From an optimization exercise on the open Yosys and OpenROAD flow, aimed at small area, a short achievable clock period and few clock cycles per item; shortcuts taken in it are not production practice. The RTL was checked by simulation tests, not by an equivalence proof against the original design. The clock input has no modelled driver; a real chip could not lean on it and would need a root buffer or a full tree.

== alpha ==
Design uac_rx, start of the top module:
module uac_rx (
    input  wire        clk,
    input  wire        rst,           
    input  wire        in_valid,
    output wire        in_ready,
    input  wire [15:0] in_sample,     
    output reg         frame_done,
    output wire        det,
    output reg         ev_valid,
    output wire [11:0] ev_word
);
    localparam [1:0] EXPECT_ONE  = 2'd0;
    localparam [1:0] EXPECT_ZERO = 2'd1;
    localparam [1:0] LOCKED      = 2'd2;
    localparam [1:0] FAILED      = 2'd3;
    reg         rdy;
    reg  [15:3] xr;           
    reg         vr;           
    reg  [9:0]  idx;          
    reg         clr;          
    reg         rr;           
    assign in_ready = rdy;
    wire take = in_valid & rdy;
    reg  [22:0] s1, s2;
    reg  [1:0]  phase;
    reg         lk, lkn;
    wire fs1;
    wire fc2;
    assign fs1 = 1'b0 ^ xr[4] ^ s2[0];
    assign fc2 = (1'b0 & xr[4]) | (s2[0] & (1'b0 ^ xr[4]));
    wire fs3;
    wire fc4;
    assign fs3 = 1'b0 ^ s1[0] ^ xr[5];
    assign fc4 = (1'b0 & s1[0]) | (xr[5] & (1'b0 ^ s1[0]));
    wire fs5;
    wire fc6;
    assign fs5 = s2[1] ^ (lk ? ~s1[2] : ~s1[3]) ^ (lkn ? ~s1[5] : ~s1[11]);
    assign fc6 = (s2[1] & (lk ? ~s1[2] : ~s1[3])) | ((lkn ? ~s1[5] : ~s1[11]) & (s2[1] ^ (lk ? ~s1[2] : ~s1[3])));
    wire fs7;
    wire fc8;
    assign fs7 = s1[1] ^ xr[6] ^ s2[2];
    assign fc8 = (s1[1] & xr[6]) | (s2[2] & (s1[1] ^ xr[6]));
    wire fs9;
    wire fc10;
    assign fs9 = (lk ? ~s1[3] : ~s1[4]) ^ (lkn ? ~s1[6] : ~s1[12]) ^ (lk ? s1[8] : s1[11]);
    assign fc10 = ((lk ? ~s1[3] : ~s1[4]) & (lkn ? ~s1[6] : ~s1[12])) | ((lk ? s1[8] : s1[11]) & ((lk ? ~s1[3] : ~s1[4]) ^ (lkn ? ~s1[6] : ~s1[12])));
    wire fs11;
    wire fc12;
    assign fs11 = s1[2] ^ xr[7] ^ s2[3];
    assign fc12 = (s1[2] & xr[7]) | (s2[3] & (s1[2] ^ xr[7]));
    wire fs13;
    wire fc14;
  ...
Settings: LEC_CHECK=0, CAP_MARGIN=20, CORE_MARGIN=2, CORE_UTILIZATION=55, PLACE_DENSITY=0.8, SLEW_MARGIN=20; clock period 24.0 ns.
standard.sh (not shown) runs the stock make flow with config.mk's settings and CLKGATE_MAP_FILE= SYNTH_SCRIPT=/design/flow/synth_recipe.tcl, a recipe that flattens the netlist after the stock synthesis.
==> flow/flow/run.sh <==
#!/bin/bash
set -euo pipefail
export SYNTH_ARGS="-noabc"
export BUFFER_PORTS_ARGS="-buffer_cell sky130_fd_sc_hd__buf_2"
export PRE_CTS_TCL="$PWD/flow/man_cts.tcl"
export SETUP_SLACK_MARGIN=18.4
bash standard.sh > standard.log 2>&1
Other scripts of this flow, unchanged in this note and not shown: flow/flow/man_cts.tcl
Testbench counts of alpha, summed over its fixed seeds: cycles 2,465,950, frames 2,400.
--- input diff alpha..beta ---
Settings: setting ABC_AREA to 1 for the first time.
==> results.txt <==
- Shortest period the worst path allows deteriorates in beta relative to alpha.
- alpha vs beta, termination of the worst setup path: det vs ev_word[6]
- Sort alpha and beta by highest fanout seen on the critical path, descending, and alpha comes first.
- Cell with the largest stage delay on the worst path = dfxtp_4: alpha; cell with the largest stage delay on the worst path = dfxtp_1: beta
- Leading cell type in the layout, fill and taps excluded = nor2_1: alpha; leading cell type in the layout, fill and taps excluded = nand2_1: beta
- Utilization down 0.64 points in beta wrt alpha
- Higher synthesis-to-finish area growth goes to alpha over beta.
- Lower cell area after synthesis among alpha and beta: alpha
- The fmax was comparable across alpha and beta.
- Relative to alpha, detailed-route wire length on metal 1 has increased by 450 um in beta.
- Looking at alpha and beta, the sequential portion of the cell area is a wash.
In every run of this note, the design's own scripts or RTL, not TritonCTS, make the clock network.

* * *

Setup of job 5805:
uac_rx again, from the RTL that the note above started with.
Settings: LEC_CHECK=0, CAP_MARGIN=20, CORE_MARGIN=2, CORE_UTILIZATION=55, SLEW_MARGIN=20; clock period 24.0 ns.
==> flow/flow/run.sh <==
#!/bin/bash
# The standard layout (standard.sh) with four changes to how it is made;
# the design, constraints and clock period are unchanged:
#  - synthesis skips Yosys's early generic ABC pass (SYNTH_ARGS=-noabc), so the
#    generated full-adder tree keeps its structure; registers are unchanged;
#  - port buffers are buf_2 cells instead of the default (a slow delay buffer);
#  - the clock tree is built by flow/man_cts.tcl (run as the CTS step's PRE
#    hook): the clock port drives four clkbuf_8, one per compact quarter of
#    the flip-flops, each driving two clkbuf_16 leaves, instead of TritonCTS's
#    tree;
#  - timing repair aims for 18.4 ns of setup slack instead of 0.
# Every tool's output is in standard.log and in orfs/logs.
set -euo pipefail
export SYNTH_ARGS="-noabc"
export BUFFER_PORTS_ARGS="-buffer_cell sky130_fd_sc_hd__buf_2"
export PRE_CTS_TCL="$PWD/flow/man_cts.tcl"
export SETUP_SLACK_MARGIN=18.4
bash standard.sh > standard.log 2>&1
Other scripts of this flow, unchanged in this note and not shown: flow/flow/man_cts.tcl
Testbench counts of job 5805, summed over its fixed seeds: cycles 2,465,950, frames 2,400.
> inputs changed (job 5805 -> job 7380)
Settings: GPL_TIMING_DRIVEN: unset -> 1.
[summary]
As far as number of enable flip-flop cells after synthesis goes, job 7380 and job 5805 are indistinguishable; the numbers are identical. Job 5805 → job 7380: placement row count level, end-of-flow core utilization level.
Input changes introduced in job 5346 (baseline for comparison: job 7380):
Settings: GPL_TIMING_DRIVEN no longer set, was 1.
--- a/flow/flow/run.sh
+++ b/flow/flow/run.sh
@@ -10,3 +10,3 @@
 #    tree;
-#  - timing repair aims for 18.4 ns of setup slack instead of 0.
+#  - timing repair aims for 18.5 ns of setup slack instead of 0.
 # Every tool's output is in standard.log and in orfs/logs.
@@ -16,3 +16,3 @@
 export PRE_CTS_TCL="$PWD/flow/man_cts.tcl"
-export SETUP_SLACK_MARGIN=18.4
+export SETUP_SLACK_MARGIN=18.5
 bash standard.sh > standard.log 2>&1
## What came out
Job 5346 was carried through to the last stage, and its layout satisfied the timing, design-rule and antenna checks. Higher maximum fanout along the worst path was reported by job 7380, not job 5346. Routability congestion estimate from global placement: job 5346 vs job 7380 up 0.39%. Compared with job 7380, job 5346 has extra setup slack. In job 5346, the via count normalized by instance count came out 1.4% above the value in job 7380. The global-route wire length before repair of job 5346 was inferior to that of job 7380. For the routed length on met2, job 5346 came in 2.8% higher than job 7380 did. Compared with job 7380, in job 5346 register fraction of the total cell area went down by 0.20 points; placed instance area was more or less identical. Against job 7380 as the reference, job 5346 delivers a higher register clock-pin slew on the reported worst setup and hold paths. The cell area after layout of job 5346 exceeds that of job 7380 by 2.5%.
No run of this note takes its clock network from TritonCTS; it comes from the design's own scripts or RTL.

## separate check: timing with driven ports
How much do the figures lean on ideal ports? The routed layouts below were timed once more, with nothing changed but the port constraints. Step 1: set_driving_cell puts a clkbuf_16 on clk and a buf_2 on each other input, an assumption about the parent block. Step 2, shift: input delay + t, output delay - t, t = (earliest + latest rising clock arrival at the registers) / 2. This alone moves slack from input paths to output paths. Three values: no drivers, after step 1, after step 2; two values: the first two.
| run | shift t [ns] | setup slack, ns | worst register clock-pin slew, ns | worst data-port slew with drivers (ns) | cell pins on the clock port's net |
|---|---|---|---|---|---|
| alpha | 0.352 | 18.428 / 18.354 / 18.266 | 0.08 / 0.08 | 0.03 | 4 |
| beta | 0.355 | 18.421 / 18.352 / 18.415 | 0.08 / 0.08 | 0.03 | 4 |
| job 5805 | 0.368 | 18.427 / 18.349 / 18.251 | 0.09 / 0.09 | 0.03 | 4 |
| job 7380 | 0.368 | 18.427 / 18.349 / 18.251 | 0.09 / 0.09 | 0.03 | 4 |
| job 5346 | 0.354 | 18.461 / 18.393 / 18.311 | 0.08 / 0.08 | 0.03 | 4 |
After both steps every run listed still meets setup and hold.
